Context: an optimization exercise on an open-source flow, tuned for small area, a short achievable clock period and few clock cycles per item. The choices shown serve that exercise and are no tape-out recipe.
At most, simulation tests tie the RTL to the original design; equivalence was not proved.
Only the layout flow was run in run 1; the RTL was not checked for function there.

### flow/flow/run.sh
#!/bin/bash
# The standard layout, with timing repair aiming at a positive setup
# slack margin (the clock and constraints are unchanged).
bash standard.sh SETUP_SLACK_MARGIN=11 finish > standard.log 2>&1
### flow/standard.sh
#!/bin/bash
# synth_recipe.tcl (not shown) runs the flow's synth.tcl, then flattens the netlist and writes it again
# the make line also repeats each setting of config.mk as NAME=value (left out here)
make -C /OpenROAD-flow-scripts/flow DESIGN_CONFIG=/design/flow/config.mk WORK_HOME=/design/flow/orfs CLKGATE_MAP_FILE= SYNTH_SCRIPT=/design/flow/synth_recipe.tcl "${@:-finish}"
### flow/config.mk
export PLATFORM = sky130hd
export DESIGN_NAME = sab_comp
export DESIGN_NICKNAME = sab_comp
export VERILOG_FILES = /design/flow/design.v
export SDC_FILE = /design/flow/constraint.sdc
export NUM_CORES = 8
export LEC_CHECK = 0
export CAP_MARGIN = 20
export CORE_MARGIN = 2
export CORE_UTILIZATION = 35
export SLEW_MARGIN = 20
### flow/constraint.sdc
create_clock -name core_clock -period 20.0 [get_ports {clk}]
set_input_delay 4.0000 -clock core_clock [delete_from_list [all_inputs] [get_ports {clk}]]
set_output_delay 4.0000 -clock core_clock [all_outputs]
set_load 0.01 [all_outputs]
### flow/design.v
module sab_comp (
    input  wire         clk,
    input  wire         rst,
    input  wire         start,
    input  wire [1:0]   op,
    input  wire [1:0]   oss,
    input  wire [31:0]  raw,
    input  wire [31:0]  tin,
    input  wire [175:0] cal_a,
    input  wire [191:0] cal_b,
    output wire         done,
    output reg          err,
    output reg  [31:0]  result,
    output reg  [31:0]  tout
);
    wire [15:0] AC1 = cal_a[ 15:  0];
    wire [15:0] AC2 = cal_a[ 31: 16];
    wire [15:0] AC3 = cal_a[ 47: 32];
    wire [15:0] AC4 = cal_a[ 63: 48];
    wire [15:0] AC5 = cal_a[ 79: 64];
    wire [15:0] AC6 = cal_a[ 95: 80];
    wire [15:0] B1  = cal_a[111: 96];
    wire [15:0] B2  = cal_a[127:112];
    wire [15:0] MC  = cal_a[159:144];
    wire [15:0] MD  = cal_a[175:160];
    wire [15:0] T1  = cal_b[ 15:  0];
    wire [15:0] T2  = cal_b[ 31: 16];
    wire [15:0] T3  = cal_b[ 47: 32];
    wire [15:0] P1  = cal_b[ 63: 48];
    wire [15:0] P2  = cal_b[ 79: 64];
    wire [15:0] P3  = cal_b[ 95: 80];
    wire [15:0] P4  = cal_b[111: 96];
    wire [15:0] P5  = cal_b[127:112];
    wire [15:0] P6  = cal_b[143:128];
    wire [15:0] P7  = cal_b[159:144];
    wire [15:0] P8  = cal_b[175:160];
    wire [15:0] P9  = cal_b[191:176];
    function [16:0] s17; input [15:0] x; s17 = {x[15], x}; endfunction
    function [16:0] u17; input [15:0] x; u17 = {1'b0, x}; endfunction
    function [31:0] s32; input [15:0] x; s32 = {{16{x[15]}}, x}; endfunction
    function [31:0] sqw; input [31:0] x; sqw = {x[30:16], 1'b0, x[15:0]}; endfunction
    function [31:0] asr; input [31:0] x; input integer k; asr = $signed(x) >>> k; endfunction
    localparam integer
        I_IDLE = 0,  I_FIN  = 1,  I_DVTA = 2,  I_DVPA = 3,  I_DVPB = 4,
        I_TA1  = 5,  I_TA2  = 6,  I_TA4  = 7,  I_TA5  = 8,
        I_PA1  = 9,  I_PA2  = 10, I_PA3  = 11, I_PA4  = 12, I_PA5  = 13,
        I_PA6  = 14, I_PA7  = 15, I_PA10 = 16, I_PA11 = 17, I_PA12 = 18,
        I_PA13 = 19,
        I_TB1  = 20, I_TB2  = 21, I_TB3  = 22, I_TB4  = 23, I_TB5  = 24,
        I_PB1  = 25, I_PB2  = 26, I_PB3  = 27, I_PB4  = 28, I_PB5  = 29,
        I_PB6  = 30, I_PB7  = 31, I_PB8  = 32, I_PB10 = 33, I_PB11 = 34,
        I_PB12 = 35, I_PB13 = 36, I_PA8  = 37,
        NS     = 38;
    reg [NS-1:0] st;
    wire IDLE = st[I_IDLE], FIN  = st[I_FIN];
    wire DVTA = st[I_DVTA], DVPA = st[I_DVPA], DVPB = st[I_DVPB];
    wire TA1 = st[I_TA1], TA2 = st[I_TA2], TA4 = st[I_TA4], TA5 = st[I_TA5];
    wire PA1 = st[I_PA1], PA2 = st[I_PA2], PA3 = st[I_PA3], PA4 = st[I_PA4], PA5 = st[I_PA5];
    wire PA6 = st[I_PA6], PA7 = st[I_PA7], PA8 = st[I_PA8], PA10 = st[I_PA10];
    wire PA11 = st[I_PA11], PA12 = st[I_PA12], PA13 = st[I_PA13];
    wire TB1 = st[I_TB1], TB2 = st[I_TB2], TB3 = st[I_TB3], TB4 = st[I_TB4], TB5 = st[I_TB5];
    wire PB1 = st[I_PB1], PB2 = st[I_PB2], PB3 = st[I_PB3], PB4 = st[I_PB4], PB5 = st[I_PB5];
    wire PB6 = st[I_PB6], PB7 = st[I_PB7], PB8 = st[I_PB8], PB10 = st[I_PB10];
    wire PB11 = st[I_PB11], PB12 = st[I_PB12], PB13 = st[I_PB13];
    wire rdy = IDLE | FIN;
    wire go  = rdy & start;
    wire go0 = go & (op == 2'd0);
    wire go1 = go & (op == 2'd1);
    wire go2 = go & (op == 2'd2);
    wire go3 = go & (op == 2'd3);
    wire dvs = DVTA | DVPA | DVPB;
    assign done = FIN;
    reg [31:0] X;                    
    reg [26:0] Yb;                   
    reg [31:0] A, B, C;              
    reg [31:0] Q, R;                 
    reg [31:0] Dv;                   
    reg        dcin;                 
    reg [3:0]  cnt;                  
    reg [1:0]  lvl;                  
    reg        dfirst;               
    reg        neg;                  
    reg        dbl;                  
    function [26:0] benc; input [16:0] y;
        integer i; reg [17:0] yx; reg [2:0] t;
        begin
            yx = {y, 1'b0};
            for (i = 0; i < 9; i = i + 1) begin
                t = (i == 8) ? {y[16], y[16], y[15]} : yx[2*i +: 3];
                benc[3*i]   = t[0] ^ t[1];                           
                benc[3*i+1] = (t == 3'b011) | (t == 3'b100);         
                benc[3*i+2] = t[2] & ~(t[1] & t[0]);                 
            end
        end
    endfunction
    reg [31:0] prod;
    always @(*) begin : booth
        integer i, j;
        reg [32:0] xs;
        reg [31:0] row;
        prod = 32'd0;
        xs = {X, 1'b0};
        for (i = 0; i < 9; i = i + 1) begin
            for (j = 0; j < 32; j = j + 1)
                row[j] = ((Yb[3*i] & xs[j+1]) | (Yb[3*i+1] & xs[j])) ^ Yb[3*i+2];
            prod = prod + (row << (2*i)) + ({31'd0, Yb[3*i+2]} << (2*i));
        end
    end
    reg [31:0] ms;
    always @(*) begin
        ms = 32'd0;
        if (TA2 | PA6 | PA11 | PB1 | PB3 | PB7 | TA5) ms = ms | prod;
        if (PB5)                      ms = ms | asr(prod, 1);
        if (PB4)                      ms = ms | asr(prod, 3);
        if (PA1 | PA3 | TB1 | PB2)    ms = ms | asr(prod, 11);
        if (PA2 | TB2 | PB12)         ms = ms | asr(prod, 12);
        if (PA4 | PB10)               ms = ms | asr(prod, 13);
        if (TB3)                      ms = ms | asr(prod, 14);
        if (TA1 | PB8)                ms = ms | asr(prod, 15);
        if (PA5 | PA10 | PA12)        ms = ms | asr(prod, 16);
        if (PB11)                     ms = ms | (prod >> 13);
        if (PA8)                      ms = ms | (prod >> 15);
    end
    wire [31:0] qs   = Q ^ {32{neg}};                        
    wire        cy4  = ({1'b0, B[3:0]} + {1'b0, C[3:0]}) > 5'd15;
    reg  [31:0] ua, ub, uc;
    reg         ui;
    always @(*) begin
        ua = 32'd0; ub = 32'd0; uc = 32'd0; ui = 1'b0;
        if (TA2 | TA4 | PA6 | PA13 | PB13) ua = ua | A;
        if (dvs)                      ua = ua | Dv;              
        if (PA4)                      ua = ua | result;
        if (TB4)                      ua = ua | B;
        if (TB5)                      ua = ua | (tout << 2);
        if (PB4)                      ua = ua | C;
        if (PB6)                      ua = ua | tout;
        if (TA2 | TB4)                ub = ub | C;
        if (TA4)                      ub = ub | qs;
        if (PA4)                      ub = ub | (C << oss);
        if (PA6 | dvs)                ub = ub | R;
        if (TB5)                      ub = ub | tout;
        if (PB4)                      ub = ub | Dv;
        if (PB6)                      ub = ub | ~C;
        if (PA13 | PB13)              ub = ub | asr(B, 4);
        if (TA4)                      uc = uc | {28'd0, 1'b1, 2'd0, neg};    
        if (PA4)                      uc = uc | (Dv << oss);
        if (PA6)                      uc = uc | 32'd131074;                  
        if (TB5)                      uc = uc | 32'd128;
        if (PA13 | PB13)              uc = uc | asr(C, 4);
        if (PB6)                      ui = 1'b1;
        if (dvs)                      ui = dcin;
        if (PA13 | PB13)              ui = cy4;
    end
    wire [32:0] u33 = {1'b0, ua} + {1'b0, ub} + {1'b0, uc} + {32'd0, ui};
    wire [31:0] u   = u33[31:0];
    reg [31:0] va, vb, va0, vb0;
    reg        vc;
    always @(*) begin
        case (op)                        
            2'd0:    begin va0 = raw;          vb0 = ~{16'd0, AC6}; end
            2'd1:    begin va0 = tin;          vb0 = ~32'd4000;     end
            2'd2:    begin va0 = asr(raw, 4);  vb0 = ~{16'd0, T1};  end
            default: begin va0 = asr(tin, 1);  vb0 = ~32'd64000;    end
        endcase
        va = 32'd0; vb = 32'd0; vc = 1'b0;
        if (rdy)         begin va = va | va0; vb = vb | vb0; vc = 1'b1; end
        if (TA4)         begin va = va | A; vb = vb | qs; vc = neg; end
        if (PA5)         begin va = va | raw; vb = vb | ~asr(C, 2); vc = ~(C[31] & (|C[1:0])); end
        if (PA11)        begin va = va | C; vb = vb | 32'd3791; end
        if (PB1)         begin va = va | ~raw; vb = vb | 32'd1048577; end
        if (PB5)         begin va = va | {{18{C[31]}}, C[31:18]}; vb = vb | s32(P4); end
        if (PB6)         begin va = va | B; vb = vb | R; end
        if (PA3 | PB4)   begin va = va | A; end
        if (PA4)         begin va = va | B; end
        if (PA7)         begin va = va | asr(Dv, 2); vc = x3c; end
        if (PB11)        begin va = va | C; vb = vb | s32(P7); end
    end
    wire [31:0] v = va + vb + {31'd0, vc};
    wire        x3c  = (Dv[31] | (Dv[30:17] == 14'd0)) & (|Dv[1:0]);
    wire [32:0] d1 = {R, Q[31]} + {1'b1, Dv} + {32'd0, dcin};
    wire [31:0] r1 = d1[32] ? {R[30:0], Q[31]} : d1[31:0];
    wire [32:0] d2 = {r1, Q[30]} + {1'b1, Dv} + {32'd0, dcin};
    wire [31:0] r2 = d2[32] ? {r1[30:0], Q[30]} : d2[31:0];
    wire [31:0] q2 = {Q[29:0], ~d1[32], ~d2[32]};
    wire        dz   = (&Dv) & dcin;                    
    wire        dbad = dvs & dfirst & (lvl != 2'd2) & u33[32];    
    wire        dst  = dvs & ~dbad;                      
    wire        last = dvs & (cnt == 4'd1);              
    wire        dzf  = dvs & dfirst & dz;                
    wire [31:0] pq = dbl ? {q2[30:0], 1'b0} : q2;
    reg [31:0] X_m, A_m, B_m, C_m, Q_m, R_m, D_m, RS_m, TO_m, xc0;
    reg [16:0] Y_m, yc0;
    always @(*) begin
        case (op)
            2'd0:    yc0 = u17(AC5);
            2'd1:    yc0 = s17(AC2);
            2'd2:    yc0 = s17(T2);
            default: yc0 = {P5, 1'b0};
        endcase
        xc0 = (op == 2'd2) ? {v[30:0], raw[3]} : v;
        X_m = 32'd0;
        if (rdy)                       X_m = X_m | xc0;
        if (TA1)                       X_m = X_m | s32(MC);
        if (TA4)                       X_m = X_m | asr(u, 4);
        if (PA1 | TB1)                 X_m = X_m | sqw(A);
        if (PA2 | TB2 | PB2 | PB11 | PA11) X_m = X_m | ms;
        if (PA3 | PA4 | PA5 | PA7 | PB4) X_m = X_m | v;
        if (DVPA)                      X_m = X_m | pq;
        if (PA10)                      X_m = X_m | sqw(asr(A, 8));
        if (PB1)                       X_m = X_m | sqw(asr(A, 2));
        if (PB3)                       X_m = X_m | asr(B, 13);
        if (PB6)                       X_m = X_m | u;
        if (PB7)                       X_m = X_m | {16'd0, ~Dv[31], Dv[31], Dv[31:18]};
        if (DVPB)                      X_m = X_m | (pq >> 2);
        if (PB10)                      X_m = X_m | sqw(A >> 3);
        Y_m = 17'd0;
        if (rdy)   Y_m = Y_m | yc0;
        if (TA1)   Y_m = Y_m | (MC[15] ? 17'h1F800 : 17'h00800);    
        if (TA4)   Y_m = Y_m | u17(16'd10);
        if (PA1 | TB1) Y_m = Y_m | u17(A[15:0]);
        if (PA2)   Y_m = Y_m | s17(B2);
        if (PA3)   Y_m = Y_m | s17(AC3);
        if (PA4)   Y_m = Y_m | s17(B1);
        if (PA5)   Y_m = Y_m | u17(16'd50000 >> oss);
        if (PA7)   Y_m = Y_m | u17(AC4);
        if (DVPA)  Y_m = Y_m | s17(16'hE343);                       
        if (PA10)  Y_m = Y_m | u17(A[23:8]);
        if (PA11)  Y_m = Y_m | u17(16'd3038);
        if (TB2)   Y_m = Y_m | s17(T3);
        if (PB1)   Y_m = Y_m | u17(A[17:2]);
        if (PB2)   Y_m = Y_m | s17(P6);
        if (PB3)   Y_m = Y_m | s17(P3);
        if (PB4)   Y_m = Y_m | s17(P2);
        if (PB6)   Y_m = Y_m | u17(16'd3125);
        if (PB7)   Y_m = Y_m | u17(P1);
        if (DVPB)  Y_m = Y_m | s17(P8);
        if (PB10)  Y_m = Y_m | u17(A[18:3]);
        if (PB11)  Y_m = Y_m | s17(P9);
        A_m = 32'd0;
        if (rdy)                       A_m = A_m | v;
        if (TA1 | PA4)                 A_m = A_m | ms;
        if (DVPA | DVPB)               A_m = A_m | pq;
        B_m = 32'd0;
        if (PA2 | TB1 | PA12 | PB4 | PB12) B_m = B_m | ms;
        if (PB2)                       B_m = B_m | prod;
        C_m = 32'd0;
        if (rdy)                       C_m = C_m | s32(MD);
        if (PA3 | PA10 | TB3 | PB3 | PB10) C_m = C_m | ms;
        if (PA4 | PB4)                 C_m = C_m | u;
        if (PA11 | PB5 | PB11)         C_m = C_m | ((PB5) ? {{12{v[15]}}, v[15:0], C[17:14]} : v);
        Q_m = 32'd0;
        R_m = 32'd0;
        if (TA2) begin                  
            R_m = R_m | (ms >> 14);  Q_m = Q_m | (ms << 18);
        end
        if (PA6 | PB7) begin            
            if (ms[31]) begin R_m = R_m | (ms >> 18); Q_m = Q_m | (ms << 14); end
            else        begin R_m = R_m | (ms >> 17); Q_m = Q_m | (ms << 15); end
        end
        if (dst)    begin R_m = R_m | r2; Q_m = Q_m | q2; end
        if (dbad & (lvl == 2'd0)) begin    
            R_m = R_m | (R >> 4);      Q_m = Q_m | {R[3:0], Q[31:18], 14'd0};
        end
        if (dbad & (lvl == 2'd1)) begin    
            Q_m = Q_m | {R[13:0], Q[31:14]};
        end
        if (PA5 | PB5)                 R_m = R_m | ms;
        D_m = 32'd0;
        if (PA1 | PB1)                 D_m = D_m | ms;
        if (PA8 | PB8)                 D_m = D_m | ~ms;
        if (PA6)                       D_m = D_m | u;
        if (TA2)                       D_m = D_m | (u ^ {32{~u[31]}});
        if (PB6)                       D_m = D_m | v;
        RS_m = 32'd0;
        if (rdy)                       RS_m = RS_m | (((s32(AC1) << 2) << oss) | 32'd2);
        if (TA5)                       RS_m = RS_m | ms;
        if (PA13 | PB13)               RS_m = RS_m | u;
        if (TB5)                       RS_m = RS_m | asr(u, 8);
        TO_m = 32'd0;
        if (TA4 | PB1)                 TO_m = TO_m | v;
        if (TB4)                       TO_m = TO_m | u;
    end
    wire lpp  = last & (DVPA | DVPB);
    wire X_e  = go | TA1 | TA4 | PA1 | TB1 | PA2 | TB2 | PB2 | PB11 | PA11 | PA3 | PB4 |
                PA4 | PA5 | PA7 | lpp | PA10 | PB1 | PB3 | PB6 | PB7 | PB10;
    wire Y_e  = X_e;
    wire A_e  = go | TA1 | PA4 | lpp;
    wire B_e  = PA2 | TB1 | PA12 | PB2 | PB4 | PB12;
    wire C_e  = go0 | PA3 | PA10 | TB3 | PB3 | PB10 | PA4 | PB4 | PA11 | PB5 | PB11;
    wire Q_e  = TA2 | PA6 | PB7 | dvs;
    wire R_e  = PA5 | PB5 | TA2 | PA6 | PB7 | dvs;
    wire D_e  = PA1 | PB1 | PA6 | PA8 | PB8 | TA2 | PB6;
    wire RS_e = go1 | TA5 | PA13 | PB13 | TB5 | (dzf & DVPB);
    wire TO_e = TA4 | PB1 | TB4;
    reg [NS-1:0] st_n;
    always @(*) begin
        st_n = {NS{1'b0}};
        st_n[I_IDLE] = rdy & ~start;
        st_n[I_TA1]  = go0;
        st_n[I_PA1]  = go1;
        st_n[I_TB1]  = go2;
        st_n[I_PB1]  = go3;
        st_n[I_TA2]  = TA1;
        st_n[I_DVTA] = TA2 | (DVTA & ~last & ~dzf);
        st_n[I_TA4]  = DVTA & last;
        st_n[I_TA5]  = TA4;
        st_n[I_PA2]  = PA1;  st_n[I_PA3] = PA2;  st_n[I_PA4] = PA3;  st_n[I_PA5] = PA4;
        st_n[I_PA6]  = PA5;  st_n[I_PA7] = PA6;  st_n[I_PA8] = PA7;
        st_n[I_DVPA] = PA8 | (DVPA & ~last & ~dzf);
        st_n[I_PA10] = DVPA & last;
        st_n[I_PA11] = PA10; st_n[I_PA12] = PA11; st_n[I_PA13] = PA12;
        st_n[I_TB2]  = TB1;  st_n[I_TB3] = TB2;  st_n[I_TB4] = TB3;  st_n[I_TB5] = TB4;
        st_n[I_PB2]  = PB1;  st_n[I_PB3] = PB2;  st_n[I_PB4] = PB3;  st_n[I_PB5] = PB4;
        st_n[I_PB6]  = PB5;  st_n[I_PB7] = PB6;  st_n[I_PB8] = PB7;
        st_n[I_DVPB] = PB8 | (DVPB & ~last & ~dzf);
        st_n[I_PB10] = DVPB & last;
        st_n[I_PB11] = PB10; st_n[I_PB12] = PB11; st_n[I_PB13] = PB12;
        st_n[I_FIN]  = dzf | TA5 | PA13 | TB5 | PB13;
    end
    always @(posedge clk) begin
        if (rst) st <= {{(NS-1){1'b0}}, 1'b1};
        else     st <= st_n;
        if (X_e)  X  <= X_m;
        if (Y_e)  Yb <= benc(Y_m);
        if (A_e)  A  <= A_m;
        if (B_e)  B  <= B_m;
        if (C_e)  C  <= C_m;
        if (Q_e)  Q  <= Q_m;
        if (R_e)  R  <= R_m;
        if (D_e)  Dv <= D_m;
        if (RS_e) result <= RS_m;
        if (TO_e) tout <= TO_m;
        if (TA2)              begin cnt <= 4'd7; lvl <= 2'd0; dfirst <= 1'b1; end
        else if (PA8 | PB8)   begin cnt <= 4'd9; lvl <= 2'd1; dfirst <= 1'b1; end
        else if (dbad)        begin
            cnt <= (lvl == 2'd0) ? 4'd9 : 4'd0;             
            lvl <= lvl + 2'd1;
        end
        else if (dvs)         begin cnt <= cnt - 4'd1; dfirst <= 1'b0; end
        if (TA2)              dcin <= ~u[31];
        else if (PA8 | PB8)   dcin <= 1'b1;
        if (go)   err <= 1'b0;
        else if (dzf) err <= 1'b1;
        if (TA2)  neg <= u[31] ^ MC[15];
        if (PA6 | PB7) dbl <= ms[31];
    end
endmodule
==> results of run 1 <==
flip-flops by register name, indices dropped and copies added, names as in the netlist:
| signal | flops |
|---|---|
| C | 32 |
| R | 32 |
| err | 1 |
| Dv | 32 |
| dbl | 1 |
| X | 32 |
| tout | 32 |
| Yb | 26 |
| dfirst | 1 |
| neg | 1 |
| cnt | 4 |
| B | 32 |
| dcin | 1 |
| result | 32 |
| lvl | 2 |
| Q | 32 |
| A | 32 |
| st | 38 |
Yosys cell counts (all sizes together) (23+ instances only):
cell    count  area share (%)
nand3     163             1.7
o21bai     25            0.40
o21a       25            0.40
nor2b      48            0.64
nand2b     27            0.36
buf       102            0.89
mux2       54             1.3
ha        227             6.0
or2        23            0.30
nand2     543             4.3
inv       268             2.1
a221o      97             2.1
a211oi     26            0.42
nor2      139             1.1
o211ai     68             1.1
mux2i     146             3.1
xnor2     215             4.0
and3       34            0.45
a21oi     223             2.4
a221oi    156             3.0
edfxtp    317              20
a21boi     23            0.37
xor2      178             3.3
fa        190             8.1
a22oi     377             6.0
dfxtp      46             1.9
clkbuf    440             3.5
a222oi    224             4.7
a211o      42            0.78
a21o       69             1.1
nor3       50            0.55
mux4       80             3.8
o21ai     298             3.2
a22o       69             1.3
nand4      65            0.86
and2       25            0.33
logic make-up after synthesis:
family | after synthesis | synth area share [%]
mux | 280 | 8.20
xor+xnor | 394 | 7.34
fa+ha+maj | 417 | 14.1
compound gates | 1876 | 29.8
buf+inv | 813 | 6.55
simple gates | 1197 | 11.9
flops | 363 | 22.1
repair_timing:
| action | in CTS | in global routing |
|---|---|---|
| gates resized for setup | 56 | 44 |
| gates cloned | 3 | 1 |
| endpoints found under the setup margin | 177 | 114 |
| pin swaps | 6 | 12 |
| setup buffers | 9 | 18 |
per-stage QoR:
step / setup slack, ns / util [%]
floorplan: 11.00 / -
global placement: 8.52 / 40.8
detailed placement: 8.57 / 40.8
CTS: 10.93 / 42.3
global route: 10.85 / 42.6
finish: 10.95 / 42.7
metal layers:
metal | vias up | wire length [um] | GRT usage, %
li1 | 21400 | - | -
met1 | 27000 | 109000 | 52.0
met2 | 5566 | 121000 | 58.5
met3 | 1614 | 53400 | 23.5
met4 | 54 | 30000 | 32.1
met5 | - | 393 | 0
worst max path at each step:
stage	from	to	slack, ns	cells past startpoint
3_3_place_gp	oss[1]	R[16]$_DFFE_PP_	8.52	21
2_1_floorplan	op[0]	X[31]$_DFFE_PP_	11.00	18
5_1_grt	oss[1]	X[30]$_DFFE_PP_	10.85	22
3_5_place_dp	oss[0]	Dv[23]$_DFFE_PP_	8.57	20
4_1_cts	op[0]	X[30]$_DFFE_PP_	10.93	19
6_report	op[1]	X[21]$_DFFE_PP_	10.95	17
area by class of cell:
class	instances	area (um^2)	share of cell area, %
clock inverter	35	389	0.682
multi-input combinational	4165	34200	60.0
tap	1768	2210	3.88
clock buffer	55	1240	2.17
inverter	271	1020	1.80
antenna	39	97.6	0.171
sequential	363	10500	18.4
timing repair buffer	786	7360	12.9
critical path, delay by kind of cell:
kind	cells	cell delay, ns
and+or+nand+nor	2	0.61
xor gates and xnor gates	1	0.08
muxes	1	0.17
buffers and inverters	2	0.59
AOI/OAI and AO/OA	10	3.28
adders and majority gates	1	0.45
==> impl_metrics.toml, run 1 <==
[run_status]
status = "finished clean"

[logic_synthesis]
yosys.cell_types.count = 93
seq_area_frac_synth_pct = 22.1
ys_warn_count = 1
ys_ff_latch = 363
synth-main-ff-cell = "edfxtp_1"
syn_area_per_cell_um2 = 8.84
syn-num-nets = 6196
ys_async_sr_fraction_pct = 0
syn_inst = 5340
synth_edf_count = 317
syn_area_mm2 = 0.0472

[die]
start_util_pct = 35.3
die-area_mm2 = 0.138
rows = 134
die_y_um = 371
fp.dieW_um = 371
pin_count = 505
core_mm2 = 0.134

[timing]
hold_slack_ns = 0.489
slew_headroom_pct = 10.7
fmax_ghz = 0.110
final-max-slew-violation-count = 0
tightest_slew_ns = 1.33
finClkSkew_ns = 0.0465
post-route-period-util_pct = 45.3
fin_setup_tns_ns = 0
setup_viol = 0
hold_viol_final = 0
layout_min_cycle_time_ns = 9.05
rsz0062_at_grt = "true"

[final_layout]
area_growth_pct = 20.7
instances_no_fill = 7482
design_area_mm2 = 0.0570
fillerInstances = 13200
final_net_count = 6491
drive_gt1_share_pct = 11.6
layout_common_cells = "nand2_1 (538), clkdlybuf4s50_1 (483), a22oi_1 (375)"
final_common_cell = "nand2_1"

[placed_design]
port_buffers = 488
hpwl_um = 228000
dpl_cell_area_mm2 = 0.0545
gp_congestion = 1.09
numPlacedInstances = 7321

[worst_setup_path]
crit_chain = "buf_6, mux2i_1, o21ai_0, nand4_1, ha_1, a21o_1, a21oi_1, o21ai_1, nand2_1, o21ai_2, a31oi_1, o21ai_0, xnor2_2, buf_4, a221o_1, a221oi_1, o21ai_1"
end_kind = "flop"
start_kind = "input pin"
criticalPathCategory = "input pin to flop"
cp_max_fo = 42
max_stage_delay_ns = 0.57
r2r_slack_ns = 11.28
slowest_stage = "o21ai_1"
arrival_ns = 9.33
r2r-start = "Yb[8]$_DFFE_PP_"
cp.required_ns = 20.28
rr_endpoint = "X[22]$_DFFE_PP_"
rr_worst_depth = 19

[routing]
drtIter0Drc = 12400
ant_nets = 0
wl_per_cell_um = 42.0
vias_per_cell = 7.43
finalWirelength_um = 314000
vias = 55600
dr.pass1.iters = 15
drc = 0

[clock_tree]
clock_latency_ns = 0.68
cts_buffer_depth = 3
cts-root-buf = "clkbuf_16"
cts_buffers = 48
htree_levels = 2
path_clk_slew_ns = 0.06
clock_sink_count = 363
cts_hold_buffers = 0
cts_tree = "yes"

[min_path]
hp-class = "flop to flop"
hp-start = "st[20]$_SDFF_PP0_"
whs_path_depth = 1
whs_endpoint = "st[21]$_SDFF_PP0_"

[global_routing]
antenna_found_initial = 69
grt_start_max_net_pins = 73
grt_remaining_overflow = 0
track_usage_pct = 43.6
grt_pass1_wl_um = 422000
grt_pass1_vias = 51100

[job]
maxCapViolCount = 0
==> run 2, diff against run 1 <==
--- a/flow/design.v
+++ b/flow/design.v
@@ -51,4 +51,4 @@
         I_PB6  = 30, I_PB7  = 31, I_PB8  = 32, I_PB10 = 33, I_PB11 = 34,
-        I_PB12 = 35, I_PB13 = 36, I_PA8  = 37,
-        NS     = 38;
+        I_PB12 = 35, I_PB13 = 36, I_PA8  = 37, I_TA6  = 38,
+        NS     = 39;
     reg [NS-1:0] st;
@@ -56,3 +56,3 @@
     wire DVTA = st[I_DVTA], DVPA = st[I_DVPA], DVPB = st[I_DVPB];
-    wire TA1 = st[I_TA1], TA2 = st[I_TA2], TA4 = st[I_TA4], TA5 = st[I_TA5];
+    wire TA1 = st[I_TA1], TA2 = st[I_TA2], TA4 = st[I_TA4], TA5 = st[I_TA5], TA6 = st[I_TA6];
     wire PA1 = st[I_PA1], PA2 = st[I_PA2], PA3 = st[I_PA3], PA4 = st[I_PA4], PA5 = st[I_PA5];
@@ -83,2 +83,3 @@
     reg        dbl;                  
+    reg [1:0]  osr;                  
     function [26:0] benc; input [16:0] y;
@@ -111,3 +112,3 @@
         ms = 32'd0;
-        if (TA2 | PA6 | PA11 | PB1 | PB3 | PB7 | TA5) ms = ms | prod;
+        if (TA2 | PA6 | PA11 | PB1 | PB3 | PB7 | TA6) ms = ms | prod;
         if (PB5)                      ms = ms | asr(prod, 1);
@@ -125,29 +126,44 @@
     wire        cy4  = ({1'b0, B[3:0]} + {1'b0, C[3:0]}) > 5'd15;
-    reg  [31:0] ua, ub, uc;
+    wire        c2   = ~(C[31] & (|C[1:0]));                 
+    reg  [31:0] ua, ub, uc, ua0, ub0;
     reg         ui;
     always @(*) begin
+        case (op)                        
+            2'd0:    begin ua0 = raw;          ub0 = ~{16'd0, AC6}; end
+            2'd1:    begin ua0 = tin;          ub0 = ~32'd4000;     end
+            2'd2:    begin ua0 = asr(raw, 4);  ub0 = ~{16'd0, T1};  end
+            default: begin ua0 = asr(tin, 1);  ub0 = ~32'd64000;    end
+        endcase
         ua = 32'd0; ub = 32'd0; uc = 32'd0; ui = 1'b0;
         if (TA2 | TA4 | PA6 | PA13 | PB13) ua = ua | A;
-        if (dvs)                      ua = ua | Dv;              
         if (PA4)                      ua = ua | result;
-        if (TB4)                      ua = ua | B;
+        if (dvs)                      ua = ua | Dv;              
+        if (TB4 | PB7)                ua = ua | B;
         if (TB5)                      ua = ua | (tout << 2);
-        if (PB4)                      ua = ua | C;
-        if (PB6)                      ua = ua | tout;
+        if (PB4 | PA11 | PB11)        ua = ua | C;
+        if (PB6 | PA5 | TA5)          ua = ua | tout;
+        if (PA7)                      ua = ua | asr(Dv, 2);
+        if (PB5)                      ua = ua | {{18{C[31]}}, C[31:18]};
         if (TA2 | TB4)                ub = ub | C;
         if (TA4)                      ub = ub | qs;
-        if (PA4)                      ub = ub | (C << oss);
-        if (PA6 | dvs)                ub = ub | R;
-        if (TB5)                      ub = ub | tout;
+        if (TA5)                      ub = ub | 32'd8;
+        if (PA4)                      ub = ub | (C << osr);
+        if (PA5)                      ub = ub | ~asr(C, 2);
+        if (PA6 | dvs | PB7)          ub = ub | R;
+        if (PA11)                     ub = ub | 32'd3791;
+        if (TB5 | PB11)               ub = ub | tout;
         if (PB4)                      ub = ub | Dv;
+        if (PB5)                      ub = ub | result;
         if (PB6)                      ub = ub | ~C;
         if (PA13 | PB13)              ub = ub | asr(B, 4);
-        if (TA4)                      uc = uc | {28'd0, 1'b1, 2'd0, neg};    
-        if (PA4)                      uc = uc | (Dv << oss);
+        if (PA4)                      uc = uc | (Dv << osr);
         if (PA6)                      uc = uc | 32'd131074;                  
         if (TB5)                      uc = uc | 32'd128;
+        if (PB6)                      uc = uc | 32'd1048578;
         if (PA13 | PB13)              uc = uc | asr(C, 4);
-        if (PB6)                      ui = 1'b1;
+        if (TA4)                      ui = neg;
         if (dvs)                      ui = dcin;
         if (PA13 | PB13)              ui = cy4;
+        if (PA5)                      ui = c2;
+        if (PA7)                      ui = x3c;
     end
@@ -155,25 +171,3 @@
     wire [31:0] u   = u33[31:0];
-    reg [31:0] va, vb, va0, vb0;
-    reg        vc;
-    always @(*) begin
-        case (op)                        
-            2'd0:    begin va0 = raw;          vb0 = ~{16'd0, AC6}; end
-            2'd1:    begin va0 = tin;          vb0 = ~32'd4000;     end
-            2'd2:    begin va0 = asr(raw, 4);  vb0 = ~{16'd0, T1};  end
-            default: begin va0 = asr(tin, 1);  vb0 = ~32'd64000;    end
-        endcase
-        va = 32'd0; vb = 32'd0; vc = 1'b0;
-        if (rdy)         begin va = va | va0; vb = vb | vb0; vc = 1'b1; end
-        if (TA4)         begin va = va | A; vb = vb | qs; vc = neg; end
-        if (PA5)         begin va = va | raw; vb = vb | ~asr(C, 2); vc = ~(C[31] & (|C[1:0])); end
-        if (PA11)        begin va = va | C; vb = vb | 32'd3791; end
-        if (PB1)         begin va = va | ~raw; vb = vb | 32'd1048577; end
-        if (PB5)         begin va = va | {{18{C[31]}}, C[31:18]}; vb = vb | s32(P4); end
-        if (PB6)         begin va = va | B; vb = vb | R; end
-        if (PA3 | PB4)   begin va = va | A; end
-        if (PA4)         begin va = va | B; end
-        if (PA7)         begin va = va | asr(Dv, 2); vc = x3c; end
-        if (PB11)        begin va = va | C; vb = vb | s32(P7); end
-    end
-    wire [31:0] v = va + vb + {31'd0, vc};
+    wire [31:0] s0  = ua0 + ub0 + 32'd1;
     wire        x3c  = (Dv[31] | (Dv[30:17] == 14'd0)) & (|Dv[1:0]);
@@ -199,3 +193,3 @@
         endcase
-        xc0 = (op == 2'd2) ? {v[30:0], raw[3]} : v;
+        xc0 = (op == 2'd2) ? {s0[30:0], raw[3]} : s0;
         X_m = 32'd0;
@@ -203,6 +197,8 @@
         if (TA1)                       X_m = X_m | s32(MC);
-        if (TA4)                       X_m = X_m | asr(u, 4);
+        if (TA5)                       X_m = X_m | asr(u, 4);
         if (PA1 | TB1)                 X_m = X_m | sqw(A);
         if (PA2 | TB2 | PB2 | PB11 | PA11) X_m = X_m | ms;
-        if (PA3 | PA4 | PA5 | PA7 | PB4) X_m = X_m | v;
+        if (PA3 | PB4)                 X_m = X_m | A;
+        if (PA4)                       X_m = X_m | B;
+        if (PA5 | PA7 | PB6)           X_m = X_m | u;
         if (DVPA)                      X_m = X_m | pq;
@@ -211,4 +207,3 @@
         if (PB3)                       X_m = X_m | asr(B, 13);
-        if (PB6)                       X_m = X_m | u;
-        if (PB7)                       X_m = X_m | {16'd0, ~Dv[31], Dv[31], Dv[31:18]};
+        if (PB7)                       X_m = X_m | {16'd0, ~u[31], u[31], u[31:18]};
         if (DVPB)                      X_m = X_m | (pq >> 2);
@@ -218,3 +213,3 @@
         if (TA1)   Y_m = Y_m | (MC[15] ? 17'h1F800 : 17'h00800);    
-        if (TA4)   Y_m = Y_m | u17(16'd10);
+        if (TA5)   Y_m = Y_m | u17(16'd10);
         if (PA1 | TB1) Y_m = Y_m | u17(A[15:0]);
@@ -223,3 +218,3 @@
         if (PA4)   Y_m = Y_m | s17(B1);
-        if (PA5)   Y_m = Y_m | u17(16'd50000 >> oss);
+        if (PA5)   Y_m = Y_m | u17(16'd50000 >> osr);
         if (PA7)   Y_m = Y_m | u17(AC4);
@@ -239,3 +234,3 @@
         A_m = 32'd0;
-        if (rdy)                       A_m = A_m | v;
+        if (rdy)                       A_m = A_m | s0;
         if (TA1 | PA4)                 A_m = A_m | ms;
@@ -249,3 +244,4 @@
         if (PA4 | PB4)                 C_m = C_m | u;
-        if (PA11 | PB5 | PB11)         C_m = C_m | ((PB5) ? {{12{v[15]}}, v[15:0], C[17:14]} : v);
+        if (PA11 | PB11)               C_m = C_m | u;
+        if (PB5)                       C_m = C_m | {{12{u[15]}}, u[15:0], C[17:14]};
         Q_m = 32'd0;
@@ -272,6 +268,5 @@
         if (TA2)                       D_m = D_m | (u ^ {32{~u[31]}});
-        if (PB6)                       D_m = D_m | v;
         RS_m = 32'd0;
-        if (rdy)                       RS_m = RS_m | (((s32(AC1) << 2) << oss) | 32'd2);
-        if (TA5)                       RS_m = RS_m | ms;
+        if (rdy)                       RS_m = RS_m | (op[1] ? s32(P4) : (((s32(AC1) << 2) << oss) | 32'd2));
+        if (TA6)                       RS_m = RS_m | ms;
         if (PA13 | PB13)               RS_m = RS_m | u;
@@ -279,7 +274,8 @@
         TO_m = 32'd0;
-        if (TA4 | PB1)                 TO_m = TO_m | v;
-        if (TB4)                       TO_m = TO_m | u;
+        if (rdy)                       TO_m = TO_m | (op[1] ? ~raw : raw);
+        if (TA4 | TB4)                 TO_m = TO_m | u;
+        if (PB8)                       TO_m = TO_m | s32(P7);
     end
     wire lpp  = last & (DVPA | DVPB);
-    wire X_e  = go | TA1 | TA4 | PA1 | TB1 | PA2 | TB2 | PB2 | PB11 | PA11 | PA3 | PB4 |
+    wire X_e  = go | TA1 | TA5 | PA1 | TB1 | PA2 | TB2 | PB2 | PB11 | PA11 | PA3 | PB4 |
                 PA4 | PA5 | PA7 | lpp | PA10 | PB1 | PB3 | PB6 | PB7 | PB10;
@@ -291,5 +287,5 @@
     wire R_e  = PA5 | PB5 | TA2 | PA6 | PB7 | dvs;
-    wire D_e  = PA1 | PB1 | PA6 | PA8 | PB8 | TA2 | PB6;
-    wire RS_e = go1 | TA5 | PA13 | PB13 | TB5 | (dzf & DVPB);
-    wire TO_e = TA4 | PB1 | TB4;
+    wire D_e  = PA1 | PB1 | PA6 | PA8 | PB8 | TA2;
+    wire RS_e = go1 | go3 | TA6 | PA13 | PB13 | TB5 | (dzf & DVPB);
+    wire TO_e = go1 | go3 | TA4 | TB4 | PB8;
     reg [NS-1:0] st_n;
@@ -305,3 +301,3 @@
         st_n[I_TA4]  = DVTA & last;
-        st_n[I_TA5]  = TA4;
+        st_n[I_TA5]  = TA4;  st_n[I_TA6] = TA5;
         st_n[I_PA2]  = PA1;  st_n[I_PA3] = PA2;  st_n[I_PA4] = PA3;  st_n[I_PA5] = PA4;
@@ -317,3 +313,3 @@
         st_n[I_PB11] = PB10; st_n[I_PB12] = PB11; st_n[I_PB13] = PB12;
-        st_n[I_FIN]  = dzf | TA5 | PA13 | TB5 | PB13;
+        st_n[I_FIN]  = dzf | TA6 | PA13 | TB5 | PB13;
     end
@@ -341,3 +337,3 @@
         else if (PA8 | PB8)   dcin <= 1'b1;
-        if (go)   err <= 1'b0;
+        if (go)   begin err <= 1'b0; osr <= oss; end
         else if (dzf) err <= 1'b1;
==> flow/flow/run.sh (replaced) <==
#!/bin/bash
# The standard layout (standard.sh runs ORFS unchanged), with timing
# repair aiming at a positive setup slack margin. The clock, the SDC and the
# rest of the flow are unchanged; each tool's output goes to standard.log.
bash standard.sh SETUP_SLACK_MARGIN=13 finish > standard.log 2>&1
==> run 2 against run 1 <==
- first-iteration DRC count shrank 9.9%
- die area shrank 2.4%
- sequential share of layout area shrank 0.63 points
- sequential cell count grew 3
- maximum frequency grew 25%
- critical path depth grew 10
- non-clock buffer count grew 177
- routed wire length shrank 6.9%
==> impl_metrics.toml, run 2 <==
[run_status]
status = "finished clean"

[final_layout]
drive_gt1_share_pct = 17.1
design_area_mm2 = 0.0595
area_growth_pct = 29.0
final_common_cell = "nand2_1"
multi_input_area_mm2 = 0.0346
final_net_count = 6605
instances_no_fill = 7581
seq_area_mm2 = 0.0105
fillerInstances = 12800
top_register = "st"
layout_common_cells = "nand2_1 (571), clkdlybuf4s50_1 (460), a22oi_1 (364)"
post-route-util_pct = 45.3
largest_register_ffs = 39

[min_path]
hp-class = "flop to flop"

[logic_synthesis]
yosysMostFrequentCell = "nand2_1"
synthTopCellsByCount = "nand2_1 (594), clkbuf_1 (403), a22oi_1 (382), edfxtp_1 (319), a21oi_1 (280)"
synth-main-ff-cell = "edfxtp_1"
yosys.cell_types.count = 90
syn-num-nets = 6109
ys_ff_latch = 366
syn_area_mm2 = 0.0461
ys_async_sr_fraction_pct = 0
seq_area_frac_synth_pct = 22.8
synth_top_area_share_pct = 20.8
ys_warn_count = 1
syn_inst = 5268
synth_top_cell_by_area = "edfxtp_1"
synth_edf_count = 319
syn_area_per_cell_um2 = 8.75
synth_area_leaders = "edfxtp_1 (21%), fa_1 (8.2%), a22oi_1 (6.2%)"

[worst_setup_path]
end_kind = "flop"
cp.required_ns = 20.38
criticalPathCategory = "flop to flop"
start_kind = "flop"
arrival_ns = 7.61
cp_max_fo = 7

[die]
fp.dieW_um = 367
rows = 133
pin_count = 505
die_y_um = 367
core_mm2 = 0.131
die-area_mm2 = 0.135
start_util_pct = 35.2

[routing]
ant_nets = 0
dr.pass1.iters = 15
drtIter0Drc = 11200
drc = 0
wl_per_cell_um = 38.6
finalWirelength_um = 292000
vias_per_cell = 7.11
vias = 53900

[placed_design]
port_buffers = 488
dpl_cell_area_mm2 = 0.0533
hpwl_um = 205000
numPlacedInstances = 7216
gp_congestion = 1.04

[timing]
slew_headroom_pct = 12.2
setup_viol = 0
rsz0062_at_grt = "true"
layout_min_cycle_time_ns = 7.23
fmax_ghz = 0.138
hold_slack_ns = 0.474
final-max-slew-violation-count = 0
tightest_slew_ns = 1.32
hold_viol_final = 0
finClkSkew_ns = 0.0444
post-route-period-util_pct = 36.1
fin_setup_tns_ns = 0

[global_routing]
track_usage_pct = 40.9
grt_start_max_net_pins = 86
grt_pass1_vias = 49500
grt_pass1_wl_um = 395000
grt_remaining_overflow = 0
antenna_found_initial = 33

[clock_tree]
cts_hold_buffers = 0
cts_tree = "yes"
clock_sink_count = 366
clock_latency_ns = 0.65
cts_buffers = 44
htree_levels = 2
cts_buffer_depth = 3
cts-root-buf = "clkbuf_16"
path_clk_slew_ns = 0.06

[job]
maxCapViolCount = 0
-- run 2: cell count changes in the layout (fill, tap and decap cells not counted), sizes merged, moves of 36 or more --
cell	delta
nand3	-45
buf	+165
nand2	+51
a221oi	-36
o21ai	-44
mux2i	-64
a21oi	+56
nor2	+76
-- run 2: layout make-up --
cell class                      count  share of cell area [%]
Multi-Input combinational cell   4132                    58.1
Antenna cell                       28                   0.118
Clock buffer                       54                    1.95
Clock inverter                     26                   0.429
Tap cell                         1755                    3.69
Inverter                          257                    1.66
Sequential cell                   366                    17.7
Timing Repair Buffer              963                    16.3
-- run 2: timing repair --
item / CTS / global route
cloned: 6 / 9
pin swaps: 38 / 128
endpoints found under the setup margin: 261 / 222
gates resized for setup: 197 / 323
setup buffers: 117 / 124
-- run 2: metal layers --
layer | wire length, um | global-route usage (%)
met5 | 297 | 0.463
met4 | 27100 | 28.8
met3 | 45300 | 17.8
met2 | 116000 | 56.7
met1 | 104000 | 50.3
-- run 2: cells by family after synthesis --
group | Yosys count | share of synthesized area (%)
XOR/XNOR | 433 | 8.34
AND/OR/NAND/NOR | 1296 | 12.9
multiplexers | 211 | 6.82
flip-flops | 366 | 22.8
buffers and inverters | 770 | 6.38
AO/OA/AOI/OAI | 1790 | 28.8
adder cells (fa/ha/maj) | 402 | 14.0
-- run 2: final timing paths --
kind                                         from  cells after the start  slack, ns                end
worst min register to register  st[35]$_SDFF_PP0_                      1       0.47  st[36]$_SDFF_PP0_
worst min-delay path            st[35]$_SDFF_PP0_                      1       0.47  st[36]$_SDFF_PP0_
worst max-delay path              X[14]$_DFFE_PP_                     27      12.77    R[13]$_DFFE_PP_
worst max register to register    X[14]$_DFFE_PP_                     27      12.77    R[13]$_DFFE_PP_
-- run 2: critical path, stage by stage, from the launching register on --
cell and delay [ns]:
edfxtp_1 0.45, buf_12 0.19, a22oi_2 0.22, xor2_2 0.11, fa_1 0.59, inv_2 0.05, fa_1 0.53, inv_1 0.05
fa_1 0.49, inv_1 0.05, fa_1 0.50, inv_2 0.05, fa_2 0.53, inv_2 0.05, ha_4 0.27, nand4_1 0.17
nor4b_4 0.31, a22oi_2 0.16, a21oi_4 0.28, nor2_2 0.07, a211o_4 0.36, a222oi_1 0.39, buf_4 0.20, nand2_4 0.06
buf_12 0.16, a221o_1 0.39, a21oi_2 0.18, o211ai_1 0.11
-- run 2: metrics by stage --
stage / worst slack [ns]
6_report: 12.77
5_1_grt: 12.50
4_1_cts: 12.95
3_5_place_dp: 11.10
3_3_place_gp: 11.12
2_1_floorplan: 12.51
Testbench counts of run 2, summed over its fixed seeds: cycles 30,185, items 1,920.

-- separate check: timing with driven ports --
The results above use ideal ports. As a check the final layouts listed here were re-extracted and re-timed, cells and wires unchanged.
Step 1 sets driving cells, clkbuf_16 on the clock port and buf_2 on the other inputs (assumed; they add their load-dependent delay and slew).
Step 2 adds t to the input delays and takes it off the output delays; t is the mean of the earliest and latest rising clock arrival at the registers after step 1. Input paths then give back, and output paths get back, about the clock's delay inside the block.
Slacks: no drivers / after step 1 / after step 2; pairs: no drivers / after step 1.
run | shift t [ns] | setup WS [ns] | worst setup path at the end | worst register clock-pin slew, ns | worst slew at a driven data input, ns
run 1 | 0.740 | 10.947 / 10.981 / 10.241 | input to register | 0.07 / 0.07 | 0.23
run 2 | 0.694 | 12.773 / 12.773 / 12.207 | input to register | 0.07 / 0.07 | 0.22
After both steps every run listed still meets setup and hold. For run 1, which loses most, drivers alone change the setup slack by +0.034 ns; drivers and shift together by -0.706 ns.
